What follows belongs to an exercise in optimizing a design on an open flow for small area; a production flow would make more cautious choices. Where RTL was checked, it was by simulation tests only, not by an equivalence proof against the original. For runs 1 and 3 to 6, only the layout was checked, not whether the RTL still works. Power is estimated from default activity; no workload was simulated.

File: flow/flow/run.sh
#!/bin/bash
# The standard synthesis, then the standard layout with: the ports
# buffered by the smallest buffer, one tie cell per constant kept as
# synthesis made it, a clock tree of clkbuf_8 without dummy loads, and
# non-critical gates sized down after global routing. ORFS writes each
# step's log under orfs/logs; the make output of each part goes to its own
# log here.
set -euo pipefail
bash standard.sh synth > synth.log 2>&1
export BUFFER_PORTS_ARGS="-buffer_cell sky130_fd_sc_hd__buf_1"
export SKIP_REPAIR_TIE_FANOUT=1
export RECOVER_POWER=100
export CTS_ARGS="-sink_clustering_enable -repair_clock_nets -buf_list sky130_fd_sc_hd__clkbuf_8 -dont_use_dummy_load"
bash standard.sh finish > layout.log 2>&1
File: flow/standard.sh
#!/bin/bash
# synth_recipe.tcl (not shown) runs the flow's synth.tcl, then flattens the netlist and writes it again
# the make line also repeats each setting of config.mk as NAME=value (left out here)
make -C /OpenROAD-flow-scripts/flow DESIGN_CONFIG=/design/flow/config.mk WORK_HOME=/design/flow/orfs CLKGATE_MAP_FILE= SYNTH_SCRIPT=/design/flow/synth_recipe.tcl "${@:-finish}"
File: flow/config.mk
export PLATFORM = sky130hd
export DESIGN_NAME = relaymux
export DESIGN_NICKNAME = relaymux
export VERILOG_FILES = /design/flow/design.v
export SDC_FILE = /design/flow/constraint.sdc
export NUM_CORES = 4
export LEC_CHECK = 0
export CAP_MARGIN = 20
export CORE_MARGIN = 2
export CORE_UTILIZATION = 40
export PLACE_DENSITY = 0.6
export SLEW_MARGIN = 20
File: flow/constraint.sdc
create_clock -name core_clock -period 10.0 [get_ports {clk}]
set_input_delay 2.0000 -clock core_clock [delete_from_list [all_inputs] [get_ports {clk}]]
set_output_delay 2.0000 -clock core_clock [all_outputs]
set_load 0.01 [all_outputs]
File: flow/design.v
module relaymux_debouncer (
    input  logic       clk,
    input  logic       rst,
    input  logic       tick,
    input  logic [1:0] btn_raw,
    input  logic       take,
    output logic       quiet,
    output logic [1:0] acc
);
    localparam logic [6:0] L_START = 7'h47;    
    localparam logic [6:0] L_END   = 7'h7F;
    logic [6:0] left;
    assign quiet = (acc != 2'b00) && (left == L_END);
    always_ff @(posedge clk) begin
        if (rst)
            acc <= 2'b00;
        else
            acc <= ((take && quiet) ? 2'b00 : acc) | (tick ? btn_raw : 2'b00);
    end
    always_ff @(posedge clk) begin
        if (tick) begin
            if (btn_raw != 2'b00) left <= L_START;
            else if (left != L_END) left <= {left[5:0], left[6] ^ left[5]};
        end
    end
endmodule
module relaymux_relay_bank (
    input  logic       clk,
    input  logic       rst,
    input  logic       wr,
    input  logic [7:0] wdata,
    output logic [7:0] relay
);
    always_ff @(posedge clk) begin
        if (rst)     relay <= 8'h00;
        else if (wr) relay <= wdata;
    end
endmodule
module relaymux_ctrl (
    input  logic        clk,
    input  logic        rst,
    input  logic        cmd_valid,
    input  logic [31:0] cmd_data,
    input  logic        cmd_last,
    input  logic        cmd_err,
    output logic        cmd_ready,
    input  logic        rsp_ready,
    output logic        rsp_valid,
    output logic [31:0] rsp_data,
    output logic        rsp_last,
    output logic [1:0]  man_evt,
    output logic        man_evt_stb,
    input  logic        quiet,
    input  logic [1:0]  acc,
    output logic        take,
    input  logic        tick,
    input  logic [7:0]  relay,
    output logic        seq,
    output logic        rb_wr,
    output logic [7:0]  rb_val
);
    localparam logic [1:0] PH_HDR  = 2'd0;
    localparam logic [1:0] PH_OPEN = 2'd1;    
    localparam logic [1:0] PH_AT   = 2'd2;    
    localparam logic [1:0] PH_BODY = 2'd3;
    localparam logic [5:0] SETTLE = 6'd9;     
    localparam logic [135:0] IDENT = "relaymux v7 #00A7";
    function automatic logic [7:0] cycle_next(input logic [7:0] r);
        cycle_next = 8'h00;
        if (r == 8'h00) cycle_next = 8'h01;
        else for (int i = 0; i < 7; i++) if (r[i]) cycle_next = 8'h01 << (i + 1);
        if (r[7]) cycle_next = 8'h00;
    endfunction
    function automatic logic ge_const(input int v, input logic [4:0] c);
        ge_const = 1'b1;
        for (int b = 0; b < 5; b++)
            ge_const = v[b] ? (!c[b] || ge_const) : (!c[b] && ge_const);
    endfunction
    function automatic logic gt4(input logic [3:0] a, input logic [3:0] b);
        gt4 = 1'b0;
        for (int i = 0; i < 4; i++)
            gt4 = (a[i] && !b[i]) || ((a[i] || !b[i]) && gt4);
    endfunction
    function automatic logic [5:0] dec6(input logic [5:0] c);
        logic borrow;
        borrow = 1'b1;
        for (int i = 0; i < 6; i++) begin
            dec6[i] = c[i] ^ borrow;
            borrow  = borrow && !c[i];
        end
    endfunction
    function automatic logic [3:0] low_chan(input logic [7:0] m);
        low_chan = 4'd8;
        for (int i = 6; i >= 0; i--) if (m[i]) low_chan = 4'(i + 1);
    endfunction
    logic        args;       
    logic        rsp;        
    logic [3:0]  op;
    logic [2:0]  err;
    logic [7:0]  mask;       
    logic [31:0] nq;         
    logic [5:0]  cnt;
    logic [1:0]  ph;
    logic [1:0]  mev;
    logic        mev_stb;
    logic idle;
    assign idle = !args && !rsp && !seq;
    assign take        = idle;
    assign cmd_ready   = (idle && !quiet) || args;
    assign rsp_valid   = rsp;
    assign man_evt     = mev;
    assign man_evt_stb = mev_stb;
    logic [3:0] dop;
    logic       illegal;
    logic       d_list, d_num;       
    logic       o_list, o_num;       
    assign dop     = cmd_data[3:0];
    assign illegal = (cmd_data[31:4] != 28'd0) || dop == 4'h0 || (dop[3] && (dop[2] || dop[1])) || cmd_err;
    assign d_list  = dop == 4'h1 || dop == 4'h2 || dop == 4'h3;
    assign d_num   = dop == 4'h6 || dop == 4'h7;
    assign o_list  = op == 4'h1 || op == 4'h2 || op == 4'h3;
    assign o_num   = op == 4'h6 || op == 4'h7;
    logic [1:0]  e_kind;
    logic [7:0]  e_from, e_ch, e_lo;
    logic        malf, chan_bad, ord_bad, long_bad;
    logic [3:0]  lo, hi;
    logic [2:0]  diff;      
    logic [5:0]  qsum;      
    logic [7:0]  rmask;
    logic [2:0]  rot;
    logic [7:0]  r8;        
    logic [31:0] ge;        
    logic [2:0]  list_err, num_err, w_err, a_err;
    logic        list_ok, num_ok;
    always_comb begin
        e_kind   = cmd_data[31:30];
        e_from   = cmd_data[15:8];
        e_ch     = cmd_data[7:0];
        e_lo     = e_kind[0] ? e_from : e_ch;
        malf     = cmd_err || e_kind[1] || cmd_data[29:16] != 14'd0 ||
                   (!e_kind[0] && e_from != 8'd0);
        chan_bad = !(e_lo[7:4] == 4'd0 && (e_lo[3] ? e_lo[2:0] == 3'd0 : e_lo[2:0] != 3'd0)) ||
                   !(e_ch[7:4] == 4'd0 && (e_ch[3] ? e_ch[2:0] == 3'd0 : e_ch[2:0] != 3'd0));
        lo       = e_lo[3:0];
        hi       = e_ch[3:0];
        diff     = hi[2:0] - lo[2:0];
        ord_bad  = gt4(lo, hi);
        qsum     = cnt + {3'd0, diff} + 6'd1;
        long_bad = (op == 4'h3) && qsum[5] && (qsum[4:0] != 5'd0);
        for (int j = 0; j < 8; j++)
            rmask[j] = !gt4(lo, 4'(j + 1)) && !gt4(4'(j + 1), hi);
        rot = lo[2:0] - 3'd1 - cnt[2:0];
        for (int i = 0; i < 8; i++) r8[i] = relay[3'(i + rot)];
        for (int p = 0; p < 32; p++) ge[p] = ge_const(p, cnt[4:0]);
        list_err = malf ? 3'd3 : chan_bad ? 3'd4 : ord_bad ? 3'd6 : long_bad ? 3'd7 : 3'd0;
        num_err  = ph[0] ? 3'd5 : cmd_err ? 3'd3 : 3'd0;
        w_err    = o_list ? list_err : o_num ? num_err : 3'd0;
        a_err    = (err != 3'd0) ? err : w_err;
        list_ok  = err == 3'd0 && o_list && list_err == 3'd0;
        num_ok   = err == 3'd0 && o_num && num_err == 3'd0;
    end
    logic [3:0] pc1;
    logic s1, c1, s2, c2, s3, c3, k0, s5, c5, k1;
    always_comb begin
        s1  = relay[0] ^ relay[1] ^ relay[2];
        c1  = (relay[0] & relay[1]) | (relay[2] & (relay[0] ^ relay[1]));
        s2  = relay[3] ^ relay[4] ^ relay[5];
        c2  = (relay[3] & relay[4]) | (relay[5] & (relay[3] ^ relay[4]));
        s3  = !(relay[6] ^ relay[7]);
        c3  = relay[6] | relay[7];
        k0  = (s1 & s2) | (s3 & (s1 ^ s2));
        s5  = c1 ^ c2 ^ c3;
        c5  = (c1 & c2) | (c3 & (c1 ^ c2));
        k1  = s5 & k0;
        pc1 = {c5 & k1, c5 ^ k1, s5 ^ k0, s1 ^ s2 ^ s3};
    end
    logic        n_args, n_rsp, n_seq, n_mev_stb;
    logic [3:0]  n_op;
    logic [2:0]  n_err;
    logic [7:0]  n_mask;
    logic [5:0]  n_cnt;
    logic [1:0]  n_ph, n_mev;
    logic        manual, hdr_acc, arg_acc, fin, r_acc;
    logic [3:0]  f_op;
    logic        k_str;
    always_comb begin
        n_args    = args;
        n_rsp     = rsp;
        n_seq     = seq;
        n_op      = op;
        n_err     = err;
        n_mask    = mask;
        n_cnt     = cnt;
        n_ph      = ph;
        n_mev     = mev;
        n_mev_stb = 1'b0;
        rb_wr     = 1'b0;
        rb_val    = 8'h00;
        manual  = idle && quiet;
        hdr_acc = idle && !quiet && cmd_valid;
        arg_acc = args && cmd_valid;
        fin     = (hdr_acc || arg_acc) && cmd_last;
        f_op    = hdr_acc ? dop : op;
        r_acc   = rsp && rsp_ready;
        k_str = err == 3'd0 && op == 4'h5;
        if (manual) begin
            rb_wr     = 1'b1;
            rb_val    = 8'h00;
            n_seq     = 1'b1;
            n_cnt     = SETTLE;
            n_ph      = {!acc[1], 1'b1};
            n_mask    = cycle_next(relay);
            n_mev     = acc;
            n_mev_stb = 1'b1;
        end
        if (hdr_acc) begin
            n_op    = dop;
            n_mask  = 8'h00;
            n_cnt   = 6'd0;
            n_ph[0] = 1'b0;
            n_args  = !cmd_last;
            n_err   = illegal ? 3'd1 : (cmd_last && (d_list || d_num)) ? 3'd2 : 3'd0;
        end
        if (arg_acc) begin
            n_ph[0] = 1'b1;
            n_err   = a_err;
            if (list_ok) begin
                n_mask = mask | rmask;
                if (op == 4'h3) n_cnt = qsum;
            end
            if (num_ok) n_mask = cmd_data[7:0];
            if (cmd_last) n_args = 1'b0;
        end
        if (fin) begin
            if (n_err != 3'd0) begin
                n_rsp = 1'b1;
                n_cnt = 6'd0;
                n_ph  = PH_HDR;
            end else begin
                case (f_op)
                    4'h1, 4'h2, 4'h4, 4'h6, 4'h7: begin
                        rb_wr = 1'b1;
                        n_seq = 1'b1;
                        n_cnt = SETTLE;
                        n_ph  = {f_op[2] & f_op[1], 1'b0};
                        case (f_op)
                            4'h1:    rb_val = relay & ~n_mask;
                            4'h2:    rb_val = relay | n_mask;
                            4'h4:    rb_val = 8'h00;
                            4'h6:    rb_val = relay & n_mask;
                            default: rb_val = relay | n_mask;
                        endcase
                    end
                    4'h3: begin n_rsp = 1'b1; n_ph = PH_HDR; end
                    4'h5: begin
                        n_rsp  = 1'b1;
                        n_ph   = PH_HDR;
                        n_mask = relay;
                        n_cnt  = {1'b0, pc1, relay == 8'h00};
                    end
                    4'h8:    begin n_rsp = 1'b1; n_ph = PH_HDR; n_cnt = 6'd1;  end
                    default: begin n_rsp = 1'b1; n_ph = PH_HDR; n_cnt = 6'd17; end
                endcase
            end
        end
        if (seq && tick) begin
            if (cnt != 6'd0) begin
                n_cnt = dec6(cnt);
            end else if (ph[1]) begin
                rb_wr   = 1'b1;
                rb_val  = mask;
                n_cnt   = SETTLE;
                n_ph[1] = 1'b0;
            end else begin
                n_seq = 1'b0;
                if (!ph[0]) begin
                    n_rsp = 1'b1;
                    n_ph  = PH_HDR;
                end
            end
        end
        if (r_acc) begin
            if (cnt == 6'd0) n_rsp = 1'b0;
            else             n_cnt = dec6(cnt);
            case (ph)
                PH_HDR:  n_ph = k_str ? PH_OPEN : PH_BODY;
                PH_OPEN: n_ph = PH_AT;
                default: n_ph = PH_BODY;
            endcase
            if (ph == PH_BODY && k_str && cnt[0])
                for (int i = 0; i < 8; i++)
                    n_mask[i] = mask[i] && ((mask & ((8'd1 << i) - 8'd1)) != 8'd0);
        end
    end
    logic q_sh;
    assign q_sh = r_acc && ph == PH_BODY;
    always_ff @(posedge clk) begin
        for (int p = 0; p < 32; p++) begin
            if (rsp) begin
                if (q_sh) nq[p] <= (p == 31) ? 1'b1 : nq[(p + 1) % 32];
            end else if (ge[p]) begin
                nq[p] <= !r8[p % 8];
            end
        end
    end
    logic [3:0] r_kind;
    logic [7:0] body;
    always_comb begin
        if (err != 3'd0) r_kind = 4'hF;
        else case (op)
            4'h3:    r_kind = 4'h1;
            4'h5:    r_kind = 4'h3;
            4'h8:    r_kind = 4'h2;
            4'h9:    r_kind = 4'h4;
            default: r_kind = 4'h0;
        endcase
        case (r_kind)
            4'h1:    body = {7'd0, !nq[0]};
            4'h2:    body = relay;
            4'h3:    body = (cnt == 6'd0) ? 8'h29 :
                            cnt[0] ? {4'h3, low_chan(mask)} : 8'h2C;
            default: body = IDENT[8 * cnt[4:0] +: 8];
        endcase
        if (!rsp)                 rsp_data = 32'h0;
        else if (ph == PH_HDR)    rsp_data = {r_kind, 4'h0, 5'd0, err, 10'd0, cnt};
        else if (ph == PH_OPEN)   rsp_data = 32'h28;
        else if (ph == PH_AT)     rsp_data = 32'h40;
        else                      rsp_data = {24'd0, body};
    end
    assign rsp_last = rsp && cnt == 6'd0;
    always_ff @(posedge clk) begin
        if (rst) begin
            args    <= 1'b0;
            rsp     <= 1'b0;
            seq     <= 1'b0;
            mev     <= 2'b00;
            mev_stb <= 1'b0;
        end else begin
            args    <= n_args;
            rsp     <= n_rsp;
            seq     <= n_seq;
            mev     <= n_mev;
            mev_stb <= n_mev_stb;
        end
    end
    always_ff @(posedge clk) begin
        op   <= n_op;
        err  <= n_err;
        mask <= n_mask;
        cnt  <= n_cnt;
        ph   <= n_ph;
    end
endmodule
module relaymux (
    input  logic        clk,
    input  logic        rst,
    input  logic        tick,
    input  logic [1:0]  btn_raw,
    input  logic        cmd_valid,
    input  logic [31:0] cmd_data,
    input  logic        cmd_last,
    input  logic        cmd_err,
    input  logic        rsp_ready,
    output logic [7:0]  relay_out,
    output logic        cmd_ready,
    output logic        rsp_valid,
    output logic [31:0] rsp_data,
    output logic        rsp_last,
    output logic        busy,
    output logic [1:0]  man_evt,
    output logic        man_evt_stb
);
    logic       quiet;
    logic [1:0] acc;
    logic       take;
    logic [7:0] relay;
    logic       seq;
    logic       rb_wr;
    logic [7:0] rb_val;
    logic        c_cmd_ready;
    logic        c_rsp_valid;
    logic [31:0] c_rsp_data;
    logic        c_rsp_last;
    logic [1:0]  c_man_evt;
    logic        c_man_evt_stb;
    relaymux_debouncer u_deb (
        .clk     (clk),
        .rst     (rst),
        .tick    (tick),
        .btn_raw (btn_raw),
        .take    (take),
        .quiet   (quiet),
        .acc     (acc)
    );
    relaymux_relay_bank u_bank (
        .clk   (clk),
        .rst   (rst),
        .wr    (rb_wr),
        .wdata (rb_val),
        .relay (relay)
    );
    relaymux_ctrl u_ctrl (
        .clk         (clk),
        .rst         (rst),
        .cmd_valid   (cmd_valid),
        .cmd_data    (cmd_data),
        .cmd_last    (cmd_last),
        .cmd_err     (cmd_err),
        .cmd_ready   (c_cmd_ready),
        .rsp_ready   (rsp_ready),
        .rsp_valid   (c_rsp_valid),
        .rsp_data    (c_rsp_data),
        .rsp_last    (c_rsp_last),
        .man_evt     (c_man_evt),
        .man_evt_stb (c_man_evt_stb),
        .quiet       (quiet),
        .acc         (acc),
        .take        (take),
        .tick        (tick),
        .relay       (relay),
        .seq         (seq),
        .rb_wr       (rb_wr),
        .rb_val      (rb_val)
    );
    assign relay_out   = rst ? 8'h00 : relay;
    assign cmd_ready   = rst ? 1'b0  : c_cmd_ready;
    assign rsp_valid   = rst ? 1'b0  : c_rsp_valid;
    assign rsp_data    = rst ? 32'h0 : c_rsp_data;
    assign rsp_last    = rst ? 1'b0  : c_rsp_last;
    assign busy        = rst ? 1'b0  : seq;
    assign man_evt     = rst ? 2'b00 : c_man_evt;
    assign man_evt_stb = rst ? 1'b0  : c_man_evt_stb;
endmodule
==> results of run 1 <==
-- flip-flops by register name, indices dropped and copies added (netlist names) --
| name | cells |
|---|---|
| u_bank.relay | 8 |
| u_ctrl.args | 1 |
| u_ctrl.cnt | 6 |
| u_ctrl.err | 3 |
| u_ctrl.mask | 8 |
| u_ctrl.mev | 2 |
| u_ctrl.mev_stb | 1 |
| u_ctrl.nq | 32 |
| u_ctrl.op | 4 |
| u_ctrl.ph | 2 |
| u_ctrl.rsp | 1 |
| u_ctrl.seq | 1 |
| u_deb.acc | 2 |
| u_deb.left | 7 |
-- cell type report --
class                           instances  area [um^2]  share of cell area
Multi-Input combinational cell        676         4350               0.606
Sequential cell                        78         1950               0.272
Timing Repair Buffer                   77          304              0.0423
Tap cell                              220          275              0.0383
Inverter                               46          173              0.0240
Clock buffer                            9          124              0.0172
-- per-layer routing --
metal,vias up,GRT usage
li1,3155,-
met1,3183,0.339
met2,211,0.373
met3,39,0.0432
met4,0,0.0877
met5,-,0
-- cells in the mapped netlist (4+ instances only) --
master | number | area, um^2
nand4_1 | 6 | 37.5
clkbuf_1 | 40 | 150
dfxtp_1 | 39 | 781
nor2b_1 | 22 | 138
o21ai_1 | 10 | 50.1
or3_1 | 9 | 56.3
buf_1 | 5 | 18.8
buf_2 | 5 | 25.0
a211oi_1 | 15 | 113
a22o_1 | 4 | 35.0
xor2_1 | 4 | 35.0
a211o_1 | 5 | 43.8
nor2_1 | 73 | 274
a31oi_1 | 8 | 50.1
and3_1 | 15 | 93.8
mux4_2 | 8 | 180
nand3_1 | 20 | 100
a21o_1 | 5 | 37.5
o21a_1 | 4 | 30.0
o221a_2 | 5 | 56.3
nand2b_1 | 13 | 81.3
o41ai_1 | 4 | 35.0
o21ai_0 | 44 | 220
nor3_1 | 23 | 115
a21oi_1 | 55 | 275
or2_2 | 6 | 37.5
nand2_1 | 139 | 522
xnor2_1 | 10 | 87.6
a22oi_1 | 13 | 97.6
mux2i_1 | 17 | 170
mux2_2 | 4 | 45.0
o211ai_1 | 6 | 45.0
o31ai_1 | 4 | 30.0
a2bb2oi_1 | 4 | 35.0
nor4_1 | 13 | 81.3
buf_4 | 17 | 128
ha_1 | 32 | 400
o221ai_1 | 4 | 35.0
fa_1 | 7 | 140
inv_1 | 44 | 165
edfxtp_1 | 39 | 1170
and2_1 | 8 | 50.1
-- path summary, 6_finish.rpt --
path	from	to	slack, ns	cells after the start
max	cmd_data[0]	u_bank.relay[0]$_SDFFE_PP0P_	1.87	18
min	u_ctrl.mev[1]$_SDFFE_PP0P_	u_ctrl.mev[1]$_SDFFE_PP0P_	0.46	2
max reg2reg	u_ctrl.cnt[0]$_DFF_P_	u_bank.relay[0]$_SDFFE_PP0P_	4.27	12
min reg2reg	u_ctrl.mev[1]$_SDFFE_PP0P_	u_ctrl.mev[1]$_SDFFE_PP0P_	0.46	2
-- kinds of logic (layout without fill, tap and decap cells) --
group / Yosys count / in the layout / share of synthesized area
compound gates: 231 / 231 / 0.233
xor+xnor: 14 / 14 / 0.0179
fa+ha+maj: 39 / 39 / 0.0790
buf+inv: 113 / 132 / 0.0722
flops: 78 / 78 / 0.285
mux: 29 / 29 / 0.0578
other cells: 1 / 1 / 0.000548
simple gates: 362 / 362 / 0.255
-- worst max-delay path, cell delays in order --
cell       delay (ns)
clkbuf_1         0.28
inv_1            0.15
o21ai_0          0.62
ha_1             0.26
inv_1            0.05
fa_1             0.37
xor2_1           0.16
ha_1             0.33
nor2_1           0.08
a211oi_1         0.36
xnor2_1          0.21
a311oi_1         0.08
clkbuf_1         0.20
a211o_1          0.33
a2111oi_0        1.58
a311oi_1         0.77
a22o_1           0.43
a21o_1           0.15
-- per-stage QoR --
stage / instance area [um^2] / power, mW
after floorplan: 6850 / 0.812
after global placement: 7130 / 0.933
final: 7180 / 1.13
after global routing: 7180 / 1.20
after CTS: 7250 / 1.13
after detailed placement: 7130 / 0.935
-- power breakdown --
group / total (mW) / switching [mW] / internal [mW] / leakage, nW
logic: 0.490 / 0.312 / 0.178 / 1.91
clock network: 0.197 / 0.116 / 0.0806 / 0.0647
registers: 0.445 / 0.0599 / 0.385 / 0.652
total: 1.13 / 0.487 / 0.644 / 2.63
==> flow_summary.json, run 1 <==
{
  "cts_sinks": 78,
  "cts_made_buffers": 9,
  "violations": "max-capacitance violations, max-slew violations",
  "area_delta_synth_final_pct": 4.94,
  "synth.yosys.seq_area_share": 0.285,
  "htree_num_levels": 3,
  "pre_cts_ws_ns": 2.84,
  "cts_setup_buffers": 0,
  "cp.arrival_ns": 8.41,
  "hold_violations": 0,
  "drive_gt1_frac": 0.0519,
  "fmax_mhz": 123,
  "dp.cells": 1097,
  "avgSynthCellArea_um2": 7.90,
  "clk_pin_slew_ns": 0.08,
  "grt_antenna_before_repair": 0,
  "overflow": 0,
  "gp_congestion": 0.956,
  "drt-total-wl_um": 21600,
  "dr.pass1.iters": 5,
  "worstMarginPinSlew_ns": 2.42,
  "grt_max_degree": 61,
  "route.met2.wl_um": 9800,
  "setup_tns_ns": 0,
  "cp-start-kind": "input pin",
  "nFillCells": 1746,
  "ys_async_sr_fraction": 0,
  "fin_ws_ns": 1.87,
  "synth_cell_type_count": 77,
  "port_buffers": 70,
  "cts_tree": "done",
  "ant_nets": 0,
  "ir_drop_mv": 0.0757,
  "ios": 88,
  "top_layer_used": "met4",
  "mostFrequentLayoutCell": "nand2_1",
  "syn-cell-area_um2": 6850,
  "die_h_um": 135,
  "fp.coreArea_um2": 16600,
  "drt_iter0_drc": 542,
  "start_util": 0.411,
  "yosys_register_bits": 78,
  "post_cts_resized": 0,
  "hold_class": "register to register",
  "syn_inst": 867,
  "rsz0062_at_grt": "false",
  "viasPerCell": 5.96,
  "post_drt_wl_per_cell_um": 19.5,
  "wl_met1_um": 10000,
  "fin_util": 0.432,
  "synth_edf_count": 39,
  "final_nets": 968,
  "min_period_ns": 8.13,
  "final_cell_mix": "nand2_1, nor2_1, buf_1",
  "dr_wl_met3_um": 1230,
  "cp_max_fo": 9,
  "grt_pass1_wl_um": 34200,
  "grt_pass1_vias": 6074,
  "yosys_warnings": 3,
  "relSlewSlack": -0.626,
  "remaining_drc_errors": 0,
  "status": "failed layout checks",
  "critPathCaptureType": "register",
  "clockRootBuffer": "clkbuf_8",
  "maxCapViolations": 2,
  "final_cells": 1106,
  "clock_path_buffers": 2,
  "die_w_um": 135,
  "ctsHoldBuffers": 0,
  "setup_viol": 0,
  "whs_ns": 0.460,
  "num_antenna_cells": 0,
  "rows": 47,
  "clock_latency_ns": 0.38,
  "via_count": 6588,
  "p_leak_nw": 2.63,
  "hpwl_um": 16300,
  "die_area_um2": 18200,
  "slew_viol_final": 18,
  "power.density_nw_per_um2": 157,
  "synthFlopType": "edfxtp_1",
  "required_ns": 10.27,
  "worstSetupPathType": "input pin to register",
  "finalCritPeriodShare": 0.813,
  "clock_skew_ns": 0.0103,
  "grt.total_usage": 0.242
}
==> run 2: changes to the inputs <==
--- a/flow/design.v
+++ b/flow/design.v
@@ -127,2 +127,3 @@
     logic [2:0]  diff;      
+    logic [5:0]  qsum1;     
     logic [5:0]  qsum;      
@@ -147,4 +148,5 @@
         ord_bad  = gt4(lo, hi);
+        qsum1    = cnt + {3'd0, diff};
         qsum     = cnt + {3'd0, diff} + 6'd1;
-        long_bad = (op == 4'h3) && qsum[5] && (qsum[4:0] != 5'd0);
+        long_bad = (op == 4'h3) && qsum1[5];
         for (int j = 0; j < 8; j++)
==> run 2 against run 1 <==
Against the previous run: register-to-register slack better by 1.1 ns; largest power group unchanged; wire length is 5.3% higher; clock-buffer cell count stayed put; clock skew is 0.0038 ns higher; the run now finishes clean; highest routed layer unchanged; die area is 0.70% higher; utilization is 0.59 points lower; largest cell class unchanged.
==> flow_summary.json, run 2 <==
{
  "status": "complete, no violations",
  "required_ns": 10.30,
  "r2r_start": "u_ctrl.cnt[2]$_DFF_P_",
  "crit_path_cell_trace": "clkbuf_1 > mux2i_1 > fa_1 > xor2_1 > ha_1 > a21oi_1 > a2111oi_0 > a211oi_1 > o21ai_0 > a2111oi_0 > nand3_1 > or4_1 > o211ai_1",
  "critPathCaptureType": "register",
  "drt-total-wl_um": 22800,
  "die_w_um": 135,
  "gp_congestion": 0.951,
  "fp.coreArea_um2": 17100,
  "hold_violations": 0,
  "area_delta_synth_final_pct": 5.34,
  "grt_pass1_wl_um": 35600,
  "die_h_um": 135,
  "nFillCells": 1796,
  "largest-register": "u_ctrl.nq",
  "pwr-share-clk": 0.153,
  "dr.pass1.iters": 5,
  "rrSetupSlack_ns": 5.40,
  "p_sw_frac": 0.425,
  "crit_family": "compound AO/OA/AOI/OAI gates",
  "reg2reg_to": "u_ctrl.cnt[1]$_DFF_P_",
  "syn_inst": 865,
  "overflow": 0,
  "hold_class": "register to register",
  "clk_pin_slew_ns": 0.08,
  "slowest_stage": "a2111oi_0",
  "cts_sinks": 78,
  "p_leak_nw": 2.78,
  "yosys_register_bits": 78,
  "largest_reg_flops": 32,
  "ios": 88,
  "pwr-share-seq": 0.389,
  "ys_async_sr_fraction": 0,
  "synth_commonest_cells": "nand2_1, nor2_1, o21ai_0, inv_1, a21oi_1",
  "cp_common_cell": "a2111oi_0",
  "fmax_mhz": 142,
  "port_buffers": 70,
  "num_antenna_cells": 0,
  "grt_pass1_vias": 6338,
  "critPathBufInv": 1,
  "yosys_warnings": 3,
  "clock_path_buffers": 2,
  "remaining_drc_errors": 0,
  "synth_area_leader_cell": "edfxtp_1",
  "clockRootBuffer": "clkbuf_8",
  "ir_drop_mv": 0.0772,
  "start_util": 0.404,
  "synthFlopType": "edfxtp_1",
  "viasPerCell": 6.08,
  "reg2regPathDepth": 9,
  "worstSetupPathType": "input pin to register",
  "hpwl_um": 17500,
  "whs_ns": 0.458,
  "cp_max_fo": 15,
  "post_cts_resized": 0,
  "avgSynthCellArea_um2": 7.97,
  "setup_viol": 0,
  "final_cell_mix": "nand2_1, buf_1, nor2_1",
  "drt_iter0_drc": 701,
  "reg_top3": "u_ctrl.nq: 32 flops, u_bank.relay: 8 flops, u_ctrl.mask: 8 flops",
  "clock_latency_ns": 0.37,
  "clock_skew_ns": 0.0141,
  "min_to": "u_ctrl.mev[1]$_SDFFE_PP0P_",
  "drive_gt1_frac": 0.0418,
  "cts_made_buffers": 9,
  "hold_start": "u_ctrl.mev[1]$_SDFFE_PP0P_",
  "min_period_ns": 7.05,
  "maxCapViolations": 0,
  "relSlewSlack": 0.126,
  "syn-cell-area_um2": 6890,
  "whs_path_depth": 2,
  "synth_edf_count": 39,
  "rsz0062_at_grt": "false",
  "yosysMostFrequentCell": "nand2_1",
  "grt_max_degree": 62,
  "grt_antenna_before_repair": 0,
  "slew_viol_final": 0,
  "via_count": 6759,
  "ctsHoldBuffers": 0,
  "grt.total_usage": 0.253,
  "final_nets": 970,
  "cp.arrival_ns": 7.34,
  "setup_tns_ns": 0,
  "synthTopCellsByArea": "edfxtp_1, dfxtp_1, ha_1",
  "ant_nets": 0,
  "p_int_uw": 720,
  "worstMarginPinSlew_ns": 1.31,
  "cts_tree": "done",
  "synth_cell_type_count": 77,
  "htree_num_levels": 3,
  "post_drt_wl_per_cell_um": 20.5,
  "finalCritPeriodShare": 0.705,
  "power.density_nw_per_um2": 172,
  "cpPeakStageDelay_ns": 0.97,
  "p_switching_uw": 531,
  "synth.top_cell.area_share": 0.170,
  "rows": 48,
  "synth.yosys.seq_area_share": 0.283,
  "cp-start-kind": "input pin",
  "die_area_um2": 18300,
  "mostFrequentLayoutCell": "nand2_1",
  "pwr-share-comb": 0.458,
  "cts_setup_buffers": 0
}
-- run 2: area by class of cell --
class / count / area (um^2) / area share
Sequential cell: 78 / 1950 / 0.269
Multi-Input combinational cell: 673 / 4410 / 0.608
Tap cell: 225 / 282 / 0.0388
Timing Repair Buffer: 76 / 304 / 0.0419
Clock buffer: 9 / 124 / 0.0171
Inverter: 50 / 188 / 0.0258
-- run 2: worst reg2reg max path: stages (launching register included) --
cell	delay (ns)
dfxtp_1	0.83
ha_1	0.38
a21oi_1	0.20
a2111oi_0	0.19
a211oi_1	0.24
o21ai_0	0.24
a2111oi_0	0.97
nand3_1	0.75
or4_1	0.62
o211ai_1	0.09
-- run 2: how the worst max path moves through the flow --
| stage | slack [ns] | depth (start not counted) | startpoint | endpoint |
|---|---|---|---|---|
| 2_1_floorplan | 4.38 | 17 | cmd_data[30] | u_ctrl.cnt[1]$_DFF_P_ |
| 3_3_place_gp | 3.50 | 13 | cmd_data[1] | u_ctrl.cnt[1]$_DFF_P_ |
| 3_5_place_dp | 3.39 | 13 | cmd_data[1] | u_ctrl.cnt[1]$_DFF_P_ |
| 4_1_cts | 3.72 | 13 | cmd_data[1] | u_ctrl.cnt[1]$_DFF_P_ |
| 5_1_grt | 2.56 | 13 | cmd_data[1] | u_ctrl.cnt[1]$_DFF_P_ |
| 6_report | 2.95 | 13 | cmd_data[1] | u_ctrl.cnt[1]$_DFF_P_ |
-- run 2: layer usage --
layer  wire length, um  GRT usage  part of all wire
met5                 0          0                 0
met4               847      0.103             0.037
met3              1540     0.0453             0.067
met2             10300      0.403              0.45
met1             10100      0.341              0.44
-- run 2: cells by family (layout without fill, tap and decap cells) --
kind of cell | after synthesis | count (layout) | share of synthesized area
other cells | 1 | 1 | 0.000544
flops | 78 | 78 | 0.283
mux | 35 | 35 | 0.0586
buf+inv | 114 | 135 | 0.0742
fa+ha+maj | 41 | 41 | 0.0820
xor+xnor | 14 | 14 | 0.0178
simple gates | 332 | 332 | 0.238
compound gates | 250 | 250 | 0.246
-- run 2: power groups by stage --
| stage | Combinational (mW) | Sequential, mW | Clock, mW |
|---|---|---|---|
| after global placement | 0.565 | 0.491 | 0 |
| final | 0.573 | 0.487 | 0.191 |
| after floorplan | 0.464 | 0.447 | 0 |
| after detailed placement | 0.568 | 0.491 | 0 |
| after CTS | 0.571 | 0.485 | 0.193 |
| after global routing | 0.640 | 0.494 | 0.203 |
-- run 2: stage by stage --
stage	cells	total power [mW]	worst slack [ns]	utilization	instance area, um^2
2_1_floorplan	865	0.911	4.38	-	6890
3_3_place_gp	1102	1.06	3.50	0.420	7170
3_5_place_dp	1102	1.06	3.39	0.420	7170
4_1_cts	1111	1.25	3.72	0.427	7290
5_1_grt	1111	1.34	2.56	0.426	7260
6_report	1111	1.25	2.95	0.426	7260
==> run 3: changes to the inputs <==
--- a/flow/design.v
+++ b/flow/design.v
@@ -127,3 +127,2 @@
     logic [2:0]  diff;      
-    logic [5:0]  qsum1;     
     logic [5:0]  qsum;      
@@ -148,5 +147,4 @@
         ord_bad  = gt4(lo, hi);
-        qsum1    = cnt + {3'd0, diff};
         qsum     = cnt + {3'd0, diff} + 6'd1;
-        long_bad = (op == 4'h3) && qsum1[5];
+        long_bad = (op == 4'h3) && qsum[5] && (qsum[4:0] != 5'd0);
         for (int j = 0; j < 8; j++)
==> flow/flow/run.sh (replaced) <==
#!/bin/bash
# The standard synthesis, then the standard layout with: the ports
# buffered by the smallest buffer, one tie cell per constant kept as
# synthesis made it, and a clock tree of clkbuf_8 without dummy loads.
# ORFS writes each step's log under orfs/logs; the make output of each part
# goes to its own log here.
set -euo pipefail
bash standard.sh synth > synth.log 2>&1
export BUFFER_PORTS_ARGS="-buffer_cell sky130_fd_sc_hd__buf_1"
export SKIP_REPAIR_TIE_FANOUT=1
export CTS_ARGS="-sink_clustering_enable -repair_clock_nets -buf_list sky130_fd_sc_hd__clkbuf_8 -dont_use_dummy_load"
bash standard.sh finish > layout.log 2>&1
==> run 3 against run 2 <==
Against the previous run: still clean on timing, DRC and antenna; critical path depth increased by 5; clock skew decreased by 0.0026 ns; sequential power decreased by 8.8%; fmax increased by 2.7%; flip-flop and latch count unchanged; wire length decreased by 5.4%; critical endpoint is now u_ctrl.mask[7]$_DFF_P_.
==> flow_summary.json, run 3 <==
{
  "status": "complete, no violations",
  "reg_top3": "u_ctrl.nq: 32 flops, u_bank.relay: 8 flops, u_ctrl.mask: 8 flops",
  "fmax_mhz": 146,
  "synthTopCellsByArea": "edfxtp_1, dfxtp_1, nand2_1",
  "synth_cell_type_count": 77,
  "mostFrequentLayoutCell": "nand2_1",
  "final_nets": 968,
  "relSlewSlack": 0.351,
  "cts_sinks": 78,
  "critPathBufInv": 4,
  "grt_pass1_vias": 6074,
  "viasPerCell": 5.98,
  "power.density_nw_per_um2": 156,
  "clock_skew_ns": 0.0115,
  "cp_max_fo": 9,
  "drt-total-wl_um": 21500,
  "hpwl_um": 16300,
  "rrSetupSlack_ns": 5.54,
  "reg2regPathDepth": 12,
  "cts_made_buffers": 9,
  "maxCapViolations": 0,
  "crit_family": "compound AO/OA/AOI/OAI gates",
  "p_leak_nw": 2.65,
  "cpPeakStageDelay_ns": 0.72,
  "cts_tree": "done",
  "grt_antenna_before_repair": 0,
  "grt_max_degree": 61,
  "syn_inst": 867,
  "power_mw": 1.13,
  "post_cts_resized": 0,
  "finalCritPeriodShare": 0.686,
  "die_h_um": 135,
  "clock_path_buffers": 2,
  "cp.depth": 18,
  "largest-register": "u_ctrl.nq",
  "final_area_um2": 7250,
  "gp_congestion": 0.956,
  "setup_viol": 0,
  "yosys_register_bits": 78,
  "required_ns": 10.31,
  "fp.coreArea_um2": 16600,
  "ctsHoldBuffers": 0,
  "drt_iter0_drc": 547,
  "postPlaceCellArea_um2": 7130,
  "htree_num_levels": 3,
  "ant_nets": 0,
  "syn-cell-area_um2": 6850,
  "worstMarginPinSlew_ns": 0.964,
  "drive_gt1_frac": 0.0609,
  "final_cell_mix": "nand2_1, nor2_1, buf_1",
  "grt.total_usage": 0.242,
  "slowest_stage": "nor4_4",
  "ios": 88,
  "ir_drop_mv": 0.0764,
  "clockRootBuffer": "clkbuf_8",
  "clk_pin_slew_ns": 0.08,
  "hold_class": "register to register",
  "nFillCells": 1730,
  "synth_edf_count": 39,
  "yosys_warnings": 3,
  "worstSetupPathType": "input pin to register",
  "die_w_um": 135,
  "port_buffers": 70,
  "grt_pass1_wl_um": 34200,
  "synth_area_leader_cell": "edfxtp_1",
  "post_drt_wl_per_cell_um": 19.5,
  "overflow": 0,
  "cts_setup_buffers": 0,
  "rsz0062_at_grt": "false",
  "final_cells": 1106,
  "dp.cells": 1097,
  "hold_violations": 0,
  "num_antenna_cells": 0,
  "clock_latency_ns": 0.38,
  "setup_tns_ns": 0,
  "cp-start-kind": "input pin",
  "whs_path_depth": 2,
  "start_util": 0.411,
  "crit_path_cell_trace": "buf_1 > inv_1 > o21ai_0 > ha_1 > inv_1 > fa_1 > xor2_1 > ha_1 > nor2_1 > a211oi_1 > xnor2_1 > a311oi_1 > buf_4 > a211o_1 > a2111o_1 > nor4_4 > mux2_2 > o21ai_1",
  "min_period_ns": 6.86,
  "synth.top_cell.area_share": 0.171,
  "rows": 47,
  "critPathCaptureType": "register",
  "die_area_um2": 18200,
  "synthFlopType": "edfxtp_1",
  "ys_async_sr_fraction": 0,
  "dr.pass1.iters": 5,
  "via_count": 6611,
  "synth.yosys.seq_area_share": 0.285,
  "area_delta_synth_final_pct": 5.96,
  "slew_viol_final": 0,
  "yosysMostFrequentCell": "nand2_1",
  "remaining_drc_errors": 0,
  "largest_reg_flops": 32,
  "cp.arrival_ns": 7.16,
  "avgSynthCellArea_um2": 7.90,
  "synth_commonest_cells": "nand2_1, nor2_1, a21oi_1, inv_1, o21ai_0"
}
==> run 3: cell count changes in the layout (fill, tap and decap cells not counted), sizes merged, moves of 10 or more <==
cell | previous run | this run
nand2 | 100 | 139
a21o | 21 | 5
mux2i | 28 | 17
a21oi | 46 | 56
nand3 | 30 | 20
o21ai | 64 | 54
==> run 3: metal layers <==
| layer | global-route usage | up-vias | wire (um) |
|---|---|---|---|
| met5 | 0 | - | 0 |
| met4 | 0.0877 | 0 | 557 |
| met3 | 0.0432 | 39 | 1450 |
| met2 | 0.373 | 263 | 9770 |
| met1 | 0.339 | 3146 | 9750 |
| li1 | - | 3163 | - |
==> run 3: layout make-up <==
| cell class | count | area, um^2 | share of cell area |
|---|---|---|---|
| inverters | 46 | 173 | 0.0238 |
| multi-input cells | 676 | 4410 | 0.608 |
| flip-flops and latches | 78 | 1950 | 0.269 |
| repair buffers | 77 | 315 | 0.0435 |
| well taps | 220 | 275 | 0.0380 |
| clock buffers | 9 | 124 | 0.0171 |
==> run 3: cell families (layout without fill, tap and decap cells) <==
family / after synthesis / after routing / share of synthesized area
and+or+nand+nor: 362 / 362 / 0.255
DFF: 78 / 78 / 0.285
xor gates and xnor gates: 14 / 14 / 0.0179
other: 1 / 1 / 0.000548
AOI/OAI and AO/OA: 231 / 231 / 0.233
buffers and inverters: 113 / 132 / 0.0722
adders and majority gates: 39 / 39 / 0.0790
muxes: 29 / 29 / 0.0578
==> run 3: final timing paths <==
path                                   start                         end
setup / recovery                 cmd_data[0]      u_ctrl.mask[7]$_DFF_P_
hold / removal    u_ctrl.mev[1]$_SDFFE_PP0P_  u_ctrl.mev[1]$_SDFFE_PP0P_
setup reg to reg       u_ctrl.cnt[0]$_DFF_P_      u_ctrl.mask[7]$_DFF_P_
hold reg to reg   u_ctrl.mev[1]$_SDFFE_PP0P_  u_ctrl.mev[1]$_SDFFE_PP0P_
==> run 3: tightest hold or removal path, stage by stage, from the launching register on <==
cell and delay, ns:
dfxtp_1 0.31, nand2_1 0.05, a21oi_1 0.06
==> run 3: through the flow <==
step | hold slack, ns | worst slack (ns) | util
after floorplan | 0.432 | 3.51 | -
after global placement | 0.443 | 2.93 | 0.428
after detailed placement | 0.452 | 2.84 | 0.428
after CTS | 0.465 | 3.19 | 0.436
after global routing | 0.478 | 2.80 | 0.436
final | 0.460 | 3.14 | 0.436
==> run 3: power by group <==
group | switching (mW) | leakage, nW | internal, mW | total [mW]
sequential | 0.0596 | 0.652 | 0.385 | 0.444
clock | 0.114 | 0.0647 | 0.0805 | 0.195
combinational | 0.313 | 1.94 | 0.180 | 0.493
total | 0.487 | 2.65 | 0.645 | 1.13
==> run 4: changes to the inputs <==
--- a/flow/flow/run.sh
+++ b/flow/flow/run.sh
@@ -2,3 +2,4 @@
 # The standard synthesis, then the standard layout with: the ports
-# buffered by the smallest buffer, one tie cell per constant kept as
+# buffered by the smallest buffer, synthesis buffers removed at floorplan,
+# one tie cell per constant kept as
 # synthesis made it, and a clock tree of clkbuf_8 without dummy loads.
@@ -10,2 +11,3 @@
 export SKIP_REPAIR_TIE_FANOUT=1
+export REMOVE_ABC_BUFFERS=1
 export CTS_ARGS="-sink_clustering_enable -repair_clock_nets -buf_list sky130_fd_sc_hd__clkbuf_8 -dont_use_dummy_load"
--- a/flow/config.mk
+++ b/flow/config.mk
@@ -10,2 +10,3 @@
 export CORE_UTILIZATION = 40
+export GPL_TIMING_DRIVEN = 0
 export PLACE_DENSITY = 0.6
==> run 4 against run 3 <==
Against the previous run: combinational power down 0.8%; flip-flop and latch count unchanged; largest power group unchanged; still clean on timing, DRC and antenna; wire length down 3.5%; die area unchanged.
==> flow_summary.json, run 4 <==
{
  "status": "complete, no violations",
  "avgSynthCellArea_um2": 7.90,
  "area_delta_synth_final_pct": 6.16,
  "setup_tns_ns": 0,
  "synth_edf_count": 39,
  "p_switching_uw": 480,
  "fin_util": 0.437,
  "die_area_um2": 18200,
  "reg2reg_to": "u_ctrl.mask[7]$_DFF_P_",
  "clock_path_buffers": 2,
  "htree_num_levels": 3,
  "port_buffers": 70,
  "grt_antenna_before_repair": 0,
  "drt-total-wl_um": 20800,
  "finalCritPeriodShare": 0.738,
  "relSlewSlack": 0.312,
  "post_drt_wl_per_cell_um": 18.9,
  "fin_ws_ns": 2.62,
  "rrSetupSlack_ns": 5.32,
  "grt_pass1_wl_um": 32700,
  "cpPeakStageDelay_ns": 0.81,
  "post_cts_resized": 0,
  "min_to": "u_ctrl.mev[0]$_SDFFE_PP0P_",
  "drt_iter0_drc": 709,
  "grt_pass1_vias": 5922,
  "yosysMostFrequentCell": "nand2_1",
  "crit_family": "compound AO/OA/AOI/OAI gates",
  "setup_viol": 0,
  "hold_start": "u_ctrl.mev[0]$_SDFFE_PP0P_",
  "multiInputGateArea_um2": 4440,
  "rsz0062_at_grt": "false",
  "cts_setup_buffers": 0,
  "rows": 47,
  "clk_pin_slew_ns": 0.07,
  "synthFlopType": "edfxtp_1",
  "p_sw_frac": 0.426,
  "remaining_drc_errors": 0,
  "synth_commonest_cells": "nand2_1, nor2_1, a21oi_1, inv_1, o21ai_0",
  "grt.total_usage": 0.230,
  "syn_inst": 867,
  "die_h_um": 135,
  "dr.pass1.iters": 6,
  "syn-cell-area_um2": 6850,
  "min_period_ns": 7.38,
  "pre_cts_ws_ns": 2.24,
  "hold_class": "register to register",
  "hpwl_um": 15600,
  "whs_path_depth": 2,
  "overflow": 0,
  "p_leak_nw": 2.65,
  "synth.top_cell.area_share": 0.171,
  "seq_area_um2": 1950,
  "cts_made_buffers": 9,
  "crit_path_cell_trace": "buf_1 > inv_1 > o21ai_0 > ha_1 > inv_1 > fa_1 > fa_1 > a21oi_1 > nor2_1 > xnor2_1 > a311oi_2 > a211o_1 > a2111o_1 > nor4_4 > mux2_2 > o21ai_1",
  "hold_violations": 0,
  "clock_skew_ns": 0.0201,
  "num_antenna_cells": 0,
  "cts_sinks": 78,
  "pwr-share-seq": 0.395,
  "ir_drop_mv": 0.0650,
  "fp.coreArea_um2": 16600,
  "fmax_mhz": 135,
  "pwr-share-comb": 0.435,
  "slowest_stage": "o21ai_0",
  "synth.yosys.seq_area_share": 0.285,
  "via_count": 6550,
  "cp.arrival_ns": 7.68,
  "reg2regPathDepth": 11,
  "worstSetupPathType": "input pin to register",
  "clock_latency_ns": 0.38,
  "final_nets": 964,
  "ios": 88,
  "start_util": 0.411,
  "ctsHoldBuffers": 0,
  "critPathCaptureType": "register",
  "viasPerCell": 5.94,
  "p_int_uw": 645,
  "r2r_start": "u_ctrl.cnt[0]$_DFF_P_",
  "final_cell_mix": "nand2_1, nor2_1, buf_1",
  "yosys_warnings": 3,
  "synth_area_leader_cell": "edfxtp_1",
  "reg_top3": "u_ctrl.nq: 32 flops, u_bank.relay: 8 flops, u_ctrl.mask: 8 flops",
  "gp_congestion": 0.920,
  "mostFrequentLayoutCell": "nand2_1",
  "ant_nets": 0,
  "clockRootBuffer": "clkbuf_8",
  "required_ns": 10.29,
  "yosys_register_bits": 78,
  "worstMarginPinSlew_ns": 1.03,
  "pwr-share-clk": 0.170,
  "largest_reg_flops": 32,
  "synth_cell_type_count": 77,
  "synthTopCellsByArea": "edfxtp_1, dfxtp_1, nand2_1",
  "cts_tree": "done",
  "power_mw": 1.12,
  "cp-start-kind": "input pin",
  "slew_viol_final": 0,
  "nFillCells": 1733,
  "die_w_um": 135,
  "largest-register": "u_ctrl.nq",
  "ys_async_sr_fraction": 0,
  "critPathBufInv": 3,
  "power.density_nw_per_um2": 155,
  "maxCapViolations": 0,
  "cp_max_fo": 9,
  "drive_gt1_frac": 0.0612,
  "grt_max_degree": 43
}
## run 4: cell counts after synthesis
Identical to the previous run, type by type.
## run 4: how the worst max path moves through the flow
stage                startpoint                      to  slack (ns)  cells past startpoint
floorplan           cmd_data[0]  u_ctrl.mask[1]$_DFF_P_        3.82                     15
global placement    cmd_data[0]  u_ctrl.mask[7]$_DFF_P_        2.19                     16
detailed placement  cmd_data[0]  u_ctrl.mask[7]$_DFF_P_        2.24                     16
CTS                 cmd_data[0]  u_ctrl.mask[7]$_DFF_P_        2.58                     16
global route        cmd_data[0]  u_ctrl.mask[7]$_DFF_P_        2.26                     16
finish              cmd_data[0]  u_ctrl.mask[7]$_DFF_P_        2.62                     16
## run 4: routing by layer
| layer | vias up | wire length [um] | track usage |
|---|---|---|---|
| met5 | - | 0 | 0 |
| met4 | 0 | 514 | 0.0865 |
| met3 | 34 | 1080 | 0.0330 |
| met2 | 228 | 9300 | 0.352 |
| met1 | 3131 | 9880 | 0.330 |
| li1 | 3157 | - | - |
## run 4: layout make-up
cell class / instances / share of cell area
Clock buffer: 9 / 0.0170
Inverter: 46 / 0.0238
Multi-Input combinational cell: 676 / 0.611
Sequential cell: 78 / 0.269
Tap cell: 220 / 0.0379
Timing Repair Buffer: 73 / 0.0413
## run 4: worst reg2reg max path: stages, from the launching register on
cell and delay [ns]:
dfxtp_1 0.67, inv_1 0.32, ha_1 0.29, inv_1 0.08
fa_1 0.44, nor3b_1 0.33, a311oi_2 0.29, a211o_1 0.41
a2111o_1 0.51, nor4_4 0.76, mux2_2 0.42, o21ai_1 0.12
## run 4: logic make-up after synthesis
group,after synthesis,synth area share
muxes,29,0.0578
buffers and inverters,113,0.0722
AOI/OAI and AO/OA,231,0.233
other,1,0.000548
DFF,78,0.285
adders and majority gates,39,0.0790
xor gates and xnor gates,14,0.0179
and+or+nand+nor,362,0.255
## run 4: power groups by stage
stage	registers (mW)	clock network, mW	logic (mW)
finish	0.444	0.191	0.489
global route	0.450	0.206	0.541
CTS	0.443	0.196	0.483
detailed placement	0.450	0	0.481
global placement	0.454	0	0.468
floorplan	0.431	0	0.356
## run 4: per-stage QoR
| stage | area (um^2) | std cells | hold WS, ns |
|---|---|---|---|
| after floorplan | 6520 | 800 | 0.426 |
| after global placement | 7060 | 1090 | 0.440 |
| after detailed placement | 7140 | 1093 | 0.459 |
| after CTS | 7260 | 1102 | 0.468 |
| after global routing | 7270 | 1102 | 0.474 |
| final | 7270 | 1102 | 0.462 |
==> run 5: changes to the inputs <==
--- a/flow/design.v
+++ b/flow/design.v
@@ -131,3 +131,6 @@
     logic [7:0]  r8;        
-    logic [31:0] ge;        
+    logic [7:0]  t3;
+    logic [3:0]  a_gt, a_eq;
+    logic [31:0] q_en;
+    logic        q_sh;
     logic [2:0]  list_err, num_err, w_err, a_err;
@@ -153,3 +156,8 @@
         for (int i = 0; i < 8; i++) r8[i] = relay[3'(i + rot)];
-        for (int p = 0; p < 32; p++) ge[p] = ge_const(p, cnt[4:0]);
+        for (int b = 0; b < 8; b++) t3[b] = ge_const(b, {2'b00, cnt[2:0]});
+        for (int a = 0; a < 4; a++) begin
+            a_gt[a] = rsp ? q_sh : (2'(a) > cnt[4:3]);
+            a_eq[a] = !rsp && (2'(a) == cnt[4:3]);
+        end
+        for (int p = 0; p < 32; p++) q_en[p] = a_gt[p / 8] || (a_eq[p / 8] && t3[p % 8]);
         list_err = malf ? 3'd3 : chan_bad ? 3'd4 : ord_bad ? 3'd6 : long_bad ? 3'd7 : 3'd0;
@@ -294,13 +302,6 @@
     end
-    logic q_sh;
-    assign q_sh = r_acc && ph == PH_BODY;
-    always_ff @(posedge clk) begin
-        for (int p = 0; p < 32; p++) begin
-            if (rsp) begin
-                if (q_sh) nq[p] <= (p == 31) ? 1'b1 : nq[(p + 1) % 32];
-            end else if (ge[p]) begin
-                nq[p] <= !r8[p % 8];
-            end
-        end
-    end
+    assign q_sh = rsp && rsp_ready && ph == PH_BODY;
+    always_ff @(posedge clk)
+        for (int p = 0; p < 32; p++)
+            if (q_en[p]) nq[p] <= rsp ? ((p == 31) ? 1'b1 : nq[(p + 1) % 32]) : !r8[p % 8];
     logic [3:0] r_kind;
--- a/flow/flow/run.sh
+++ b/flow/flow/run.sh
@@ -2,4 +2,3 @@
 # The standard synthesis, then the standard layout with: the ports
-# buffered by the smallest buffer, synthesis buffers removed at floorplan,
-# one tie cell per constant kept as
+# buffered by the smallest buffer, one tie cell per constant kept as
 # synthesis made it, and a clock tree of clkbuf_8 without dummy loads.
@@ -11,3 +10,2 @@
 export SKIP_REPAIR_TIE_FANOUT=1
-export REMOVE_ABC_BUFFERS=1
 export CTS_ARGS="-sink_clustering_enable -repair_clock_nets -buf_list sky130_fd_sc_hd__clkbuf_8 -dont_use_dummy_load"
--- a/flow/config.mk
+++ b/flow/config.mk
@@ -10,3 +10,2 @@
 export CORE_UTILIZATION = 40
-export GPL_TIMING_DRIVEN = 0
 export PLACE_DENSITY = 0.6
==> run 5 against run 4 <==
Against the previous run: sequential power is 15% higher; critical path depth up 1; clock-buffer cell count unchanged; area after synthesis is 1.0% higher; fmax rose by 15%; power grew 20%; flip-flop and latch count is the same; clock skew increased by 0.0034 ns.
==> flow_summary.json, run 5 <==
{
  "multiInputGateArea_um2": 4460,
  "pwr-share-comb": 0.476,
  "reg_top3": "u_ctrl.nq: 32 flops, u_bank.relay: 8 flops, u_ctrl.mask: 8 flops",
  "final_area_um2": 7310,
  "avgSynthCellArea_um2": 8.11,
  "syn-cell-area_um2": 6920,
  "cts_made_buffers": 9,
  "r2r_start": "u_ctrl.cnt[0]$_DFF_P_",
  "status": "complete, no violations",
  "clockRootBuffer": "clkbuf_8",
  "cp-startpoint": "cmd_data[0]",
  "grt_max_degree": 57,
  "drive_gt1_frac": 0.0739,
  "cts_sinks": 78,
  "synth_area_leader_cell": "edfxtp_1",
  "cp-start-kind": "input pin",
  "via_count": 6533,
  "final_cell_mix": "nand2_1, nor2_1, buf_1",
  "cp_max_fo": 11,
  "synth.top_cell.area_share": 0.169,
  "drt-total-wl_um": 21400,
  "ir_drop_mv": 0.0890,
  "min_period_ns": 6.44,
  "yosys_warnings": 3,
  "slew_viol_final": 0,
  "setup_tns_ns": 0,
  "p_leak_nw": 2.73,
  "grt_pass1_vias": 6067,
  "required_ns": 10.31,
  "fmax_mhz": 155,
  "fin_ws_ns": 3.56,
  "p_sw_frac": 0.444,
  "htree_num_levels": 3,
  "synth_cell_type_count": 94,
  "nFillCells": 1787,
  "die_h_um": 135,
  "port_buffers": 70,
  "drt_iter0_drc": 559,
  "largest-register": "u_ctrl.nq",
  "grt.total_usage": 0.238,
  "power.density_nw_per_um2": 184,
  "critPathCaptureType": "register",
  "p_int_uw": 748,
  "cp.arrival_ns": 6.75,
  "setup_viol": 0,
  "pre_cts_ws_ns": 3.24,
  "post_cts_resized": 0,
  "grt_pass1_wl_um": 33900,
  "pwr-share-clk": 0.144,
  "post_drt_wl_per_cell_um": 19.4,
  "synthTopCellsByArea": "edfxtp_1, dfxtp_1, nand2_1",
  "largest_reg_flops": 32,
  "die_w_um": 135,
  "yosys_register_bits": 78,
  "synth_edf_count": 39,
  "clk_pin_slew_ns": 0.08,
  "fp.coreArea_um2": 17100,
  "syn_inst": 853,
  "hpwl_um": 16200,
  "num_antenna_cells": 0,
  "maxCapViolations": 0,
  "grt_antenna_before_repair": 0,
  "worstMarginPinSlew_ns": 1.00,
  "start_util": 0.404,
  "clock_latency_ns": 0.38,
  "worstSetupPathType": "input pin to register",
  "cts_tree": "done",
  "synth.yosys.seq_area_share": 0.282,
  "pwr-share-seq": 0.379,
  "rsz0062_at_grt": "false",
  "remaining_drc_errors": 0,
  "hold_violations": 0,
  "gp_congestion": 0.966,
  "p_switching_uw": 597,
  "mostFrequentLayoutCell": "nand2_1",
  "ys_async_sr_fraction": 0,
  "power_mw": 1.34,
  "seq_area_um2": 1950,
  "ctsHoldBuffers": 0,
  "clock_path_buffers": 2,
  "hold_start": "u_ctrl.mev[1]$_SDFFE_PP0P_",
  "final_nets": 959,
  "relSlewSlack": 0.326,
  "hold_class": "register to register",
  "clock_skew_ns": 0.0235,
  "dr.pass1.iters": 5,
  "synth_commonest_cells": "nand2_1, nor2_1, a21oi_1, o21ai_0, inv_1",
  "ant_nets": 0,
  "postPlaceCellArea_um2": 7190,
  "rows": 48,
  "viasPerCell": 5.92,
  "finalCritPeriodShare": 0.644,
  "area_delta_synth_final_pct": 5.72,
  "ios": 88,
  "die_area_um2": 18400,
  "cts_setup_buffers": 0,
  "yosysMostFrequentCell": "nand2_1",
  "synthFlopType": "edfxtp_1",
  "overflow": 0
}
run 5: changes by cell type after synthesis, moves of 6 or more:
cell,delta
o21ai_1,+6
a21oi_1,-7
a21o_1,+12
mux2i_1,+7
a211oi_1,-9
nor2_1,+14
nor2b_1,-9
clkbuf_1,-10
nand2_1,-33
run 5: through the flow:
stage | instances | hold WS (ns) | util
floorplan | 853 | 0.432 | -
global placement | 1095 | 0.438 | 0.420
detailed placement | 1095 | 0.443 | 0.420
CTS | 1104 | 0.451 | 0.427
global route | 1104 | 0.496 | 0.427
finish | 1104 | 0.451 | 0.427
run 5: final timing paths:
| kind | to | slack [ns] | cells after the start |
|---|---|---|---|
| max | u_ctrl.cnt[1]$_DFF_P_ | 3.56 | 17 |
| min | u_ctrl.mev[1]$_SDFFE_PP0P_ | 0.45 | 2 |
| max reg2reg | u_ctrl.cnt[1]$_DFF_P_ | 5.88 | 14 |
| min reg2reg | u_ctrl.mev[1]$_SDFFE_PP0P_ | 0.45 | 2 |
run 5: final cells by class:
type,instances,area share
Multi-Input combinational cell,667,0.609
Inverter,48,0.0250
Sequential cell,78,0.267
Tap cell,225,0.0385
Clock buffer,9,0.0169
Timing Repair Buffer,77,0.0431
run 5: cell families (layout without fill, tap and decap cells):
logic type      Yosys count  in the layout  share of synthesized area
compound gates          231            231                      0.235
xor+xnor                 13             13                     0.0165
fa+ha+maj                37             37                     0.0745
buf+inv                 108            134                     0.0744
flops                    78             78                      0.282
mux                      36             36                     0.0619
other cells               1              1                   0.000542
simple gates            349            349                      0.255
run 5: power by group through the flow:
stage	registers (mW)	logic, mW	clock network (mW)
floorplan	0.460	0.520	0
finish	0.510	0.641	0.194
global placement	0.513	0.628	0
detailed placement	0.513	0.632	0
CTS	0.507	0.635	0.198
global route	0.518	0.709	0.211
run 5: metal layers:
metal  track usage  vias to the layer above  part of all wire
met1         0.336                     3112              0.46
li1              -                     3140                 -
met3        0.0348                       40             0.059
met2         0.379                      241              0.46
met4        0.0683                        0             0.019
met5             0                        -                 0
run 5: critical path, stage by stage:
cell	delay (ns)
buf_1	0.28
inv_1	0.19
o21ai_0	0.55
ha_1	0.26
inv_1	0.05
fa_1	0.48
fa_1	0.50
a21oi_1	0.20
o2bb2ai_2	0.10
nor4b_4	0.37
a211o_1	0.22
nand4_1	0.08
a32oi_1	0.41
and3_4	0.32
nand4_4	0.28
a211o_1	0.35
o21ai_1	0.11
==> run 6: changes to the inputs <==
--- a/flow/design.v
+++ b/flow/design.v
@@ -99,4 +99,4 @@
     logic [2:0]  err;
-    logic [7:0]  mask;       
     logic [31:0] nq;         
+    logic [7:0]  mask;       
     logic [5:0]  cnt;
@@ -131,6 +131,3 @@
     logic [7:0]  r8;        
-    logic [7:0]  t3;
-    logic [3:0]  a_gt, a_eq;
-    logic [31:0] q_en;
-    logic        q_sh;
+    logic [31:0] ge;        
     logic [2:0]  list_err, num_err, w_err, a_err;
@@ -156,8 +153,3 @@
         for (int i = 0; i < 8; i++) r8[i] = relay[3'(i + rot)];
-        for (int b = 0; b < 8; b++) t3[b] = ge_const(b, {2'b00, cnt[2:0]});
-        for (int a = 0; a < 4; a++) begin
-            a_gt[a] = rsp ? q_sh : (2'(a) > cnt[4:3]);
-            a_eq[a] = !rsp && (2'(a) == cnt[4:3]);
-        end
-        for (int p = 0; p < 32; p++) q_en[p] = a_gt[p / 8] || (a_eq[p / 8] && t3[p % 8]);
+        for (int p = 0; p < 32; p++) ge[p] = ge_const(p, cnt[4:0]);
         list_err = malf ? 3'd3 : chan_bad ? 3'd4 : ord_bad ? 3'd6 : long_bad ? 3'd7 : 3'd0;
@@ -192,2 +184,5 @@
     logic [3:0]  f_op;
+    logic [7:0]  rem;        
+    assign rem  = relay & ~mask;
+    assign mask = ~nq[7:0];
     logic        k_str;
@@ -265,3 +260,2 @@
                         n_ph   = PH_HDR;
-                        n_mask = relay;
                         n_cnt  = {1'b0, pc1, relay == 8'h00};
@@ -299,9 +293,18 @@
                 for (int i = 0; i < 8; i++)
-                    n_mask[i] = mask[i] && ((mask & ((8'd1 << i) - 8'd1)) != 8'd0);
+                    n_mask[i] = mask[i] || (rem[i] && ((rem & ((8'd1 << i) - 8'd1)) == 8'd0));
+        end
+    end
+    logic q_sh;
+    assign q_sh = r_acc && ph == PH_BODY;
+    always_ff @(posedge clk) begin
+        for (int p = 0; p < 32; p++) begin
+            if (rsp && !(p < 8 && k_str)) begin
+                if (q_sh) nq[p] <= (p == 31) ? 1'b1 : nq[(p + 1) % 32];
+            end else if (args && op == 4'h3) begin
+                if (ge[p]) nq[p] <= !r8[p % 8];
+            end else if (p < 8) begin
+                nq[p] <= !n_mask[p % 8];
+            end
         end
     end
-    assign q_sh = rsp && rsp_ready && ph == PH_BODY;
-    always_ff @(posedge clk)
-        for (int p = 0; p < 32; p++)
-            if (q_en[p]) nq[p] <= rsp ? ((p == 31) ? 1'b1 : nq[(p + 1) % 32]) : !r8[p % 8];
     logic [3:0] r_kind;
@@ -321,3 +324,3 @@
             4'h3:    body = (cnt == 6'd0) ? 8'h29 :
-                            cnt[0] ? {4'h3, low_chan(mask)} : 8'h2C;
+                            cnt[0] ? {4'h3, low_chan(rem)} : 8'h2C;
             default: body = IDENT[8 * cnt[4:0] +: 8];
@@ -349,3 +352,2 @@
         err  <= n_err;
-        mask <= n_mask;
         cnt  <= n_cnt;
==> run 6 against run 5 <==
Against the previous run: setup slack lost 0.33 ns; register-to-register slack worse by 0.03 ns; sequential share of layout area decreased by 2.0 points; synthesized cell count is 3.8% higher; clock power down 5%; largest cell class unchanged; highest routed layer unchanged.
==> flow_summary.json, run 6 <==
{
  "status": "complete, no violations",
  "worstSetupPathType": "input pin to register",
  "yosys_warnings": 3,
  "synth_edf_count": 39,
  "synth-compound-area-share": 0.241,
  "synthTopCellsByArea": "edfxtp_1, dfxtp_1, nand2_1",
  "drt-total-wl_um": 23500,
  "num_antenna_cells": 0,
  "synth_cell_type_count": 91,
  "area_delta_synth_final_pct": 5.20,
  "drive_gt1_frac": 0.0586,
  "yosysMostFrequentCell": "nand2_1",
  "grt_pass1_vias": 6250,
  "largest-register": "u_ctrl.nq",
  "mostFrequentLayoutCell": "nand2_1",
  "viasPerCell": 6.08,
  "grt_antenna_before_repair": 0,
  "clock_latency_ns": 0.37,
  "clock_path_buffers": 2,
  "synth.yosys.seq_area_share": 0.260,
  "syn-cell-area_um2": 6900,
  "synthSimpleGateAreaFrac": 0.276,
  "cp-start-kind": "input pin",
  "maxCapViolations": 0,
  "required_ns": 10.23,
  "synthXorXnorAreaFrac": 0.0165,
  "cts_tree": "done",
  "cp-startpoint": "cmd_data[0]",
  "r2r_start": "u_ctrl.cnt[0]$_DFF_P_",
  "whs_path_depth": 2,
  "finalCritPeriodShare": 0.677,
  "die_h_um": 135,
  "synth_area_leader_cell": "edfxtp_1",
  "slew_viol_final": 0,
  "multiInputGateArea_um2": 4590,
  "final_nets": 986,
  "grt_pass1_wl_um": 36000,
  "seq_area_um2": 1790,
  "setup_viol": 0,
  "rrSetupSlack_ns": 5.85,
  "relSlewSlack": 0.344,
  "drt_iter0_drc": 921,
  "grt_max_degree": 41,
  "rsz0062_at_grt": "false",
  "muxShareOfSynthArea": 0.0529,
  "reg2regPathDepth": 13,
  "synth.top_cell.area_share": 0.170,
  "post_drt_wl_per_cell_um": 20.8,
  "grt.total_usage": 0.257,
  "fmax_mhz": 148,
  "hpwl_um": 17900,
  "port_buffers": 70,
  "min_to": "u_ctrl.mev[1]$_SDFFE_PP0P_",
  "reg_top3": "u_ctrl.nq: 32 flops, u_bank.relay: 8 flops, u_deb.left: 7 flops",
  "htree_num_levels": 3,
  "largest_reg_flops": 32,
  "hold_start": "u_ctrl.mev[1]$_SDFFE_PP0P_",
  "critPathCaptureType": "register",
  "synth_adder_area_share": 0.0783,
  "cts_made_buffers": 9,
  "synthFlopType": "edfxtp_1",
  "cp.arrival_ns": 7.00,
  "ios": 88,
  "die_w_um": 135,
  "worstMarginPinSlew_ns": 0.977,
  "min_period_ns": 6.77,
  "hold_class": "register to register",
  "synth_top_family_by_area": "simple AND/OR/NAND/NOR gates",
  "synth_commonest_cells": "nand2_1, nor2_1, a21oi_1, edfxtp_1, o21ai_0",
  "ir_drop_mv": 0.0655,
  "start_util": 0.405
}
-- run 6: critical path, cell delays in order --
cell and delay [ns]:
buf_1 0.22, clkinv_1 0.30, o21ai_0 0.61, ha_1 0.27, inv_1 0.05, fa_1 0.37, xor2_1 0.16, ha_1 0.33
nor2_1 0.07, a2111o_1 0.42, xor2_1 0.19, a311oi_4 0.72, a21oi_2 0.16, a211oi_4 0.33, nand4b_4 0.27, or2_0 0.39
o21ai_1 0.14
-- run 6: report_power, final --
part	switching [mW]	total [mW]	internal, mW
Clock	0.105	0.185	0.0804
Sequential	0.0810	0.426	0.345
Combinational	0.381	0.611	0.230
Total	0.567	1.22	0.656
-- run 6: final cells by class --
| type | count | area share |
|---|---|---|
| Inverter | 42 | 0.0217 |
| Multi-Input combinational cell | 706 | 0.632 |
| Tap cell | 225 | 0.0388 |
| Clock buffer | 9 | 0.0171 |
| Sequential cell | 70 | 0.247 |
| Timing Repair Buffer | 77 | 0.0434 |
-- run 6: metrics by stage --
stage / hold WS, ns / setup slack [ns] / utilization / std cells
after floorplan: 0.432 / 4.06 / - / 885
after global placement: 0.442 / 3.12 / 0.419 / 1120
after detailed placement: 0.468 / 2.94 / 0.419 / 1120
after CTS: 0.480 / 3.29 / 0.426 / 1129
after global routing: 0.508 / 2.95 / 0.426 / 1129
final: 0.480 / 3.23 / 0.426 / 1129
-- run 6: worst max-delay path by stage --
stage                                              end  slack [ns]  cells past startpoint
after floorplan                 u_ctrl.nq[5]$_DFFE_PP_        4.06                     17
after global placement    u_bank.relay[4]$_SDFFE_PP0P_        3.12                     17
after detailed placement  u_bank.relay[3]$_SDFFE_PP0P_        2.94                     17
after CTS                 u_bank.relay[3]$_SDFFE_PP0P_        3.29                     17
after global routing      u_bank.relay[3]$_SDFFE_PP0P_        2.95                     17
final                     u_bank.relay[3]$_SDFFE_PP0P_        3.23                     17
-- run 6: cell families (layout without fill, tap and decap cells) --
group                      count (synthesis)  in the layout
buffers and inverters                    109            128
muxes                                     30             30
AOI/OAI and AO/OA                        243            243
DFF                                       70             70
xor gates and xnor gates                  13             13
and+or+nand+nor                          380            380
other                                      1              1
adders and majority gates                 39             39
-- run 6: routing by layer --
metal  global-route usage  part of all wire  vias up
li1                     -                 -     3236
met1                0.375              0.47     3273
met2                0.382              0.44      293
met3               0.0423             0.065       64
met4               0.0932             0.033        0
met5                    0                 0        -

afterwards: timing with drivers on the ports:
The flow's constraints put no driver on any port. The routed layouts listed below were extracted and timed again, unchanged, in two steps. Step 1, drivers: a clkbuf_16 drives clk and a buf_2 each remaining input, both assumed. Step 2 also shifts input and output timing later by t, the mid clock arrival at the registers, as if the neighbouring blocks saw the same clock. a / b / c = ideal / step 1 / step 2; a / b = the first two.
| run | t (ns) | setup slack, ns |
|---|---|---|
| run 1 | 0.412 | 1.867 / 1.880 / 1.468 |
| run 2 | 0.403 | 2.953 / 2.967 / 2.564 |
| run 3 | 0.414 | 3.141 / 3.155 / 2.741 |
| run 4 | 0.406 | 2.616 / 2.629 / 2.223 |
| run 5 | 0.401 | 3.560 / 3.574 / 3.172 |
| run 6 | 0.401 | 3.230 / 3.247 / 2.845 |
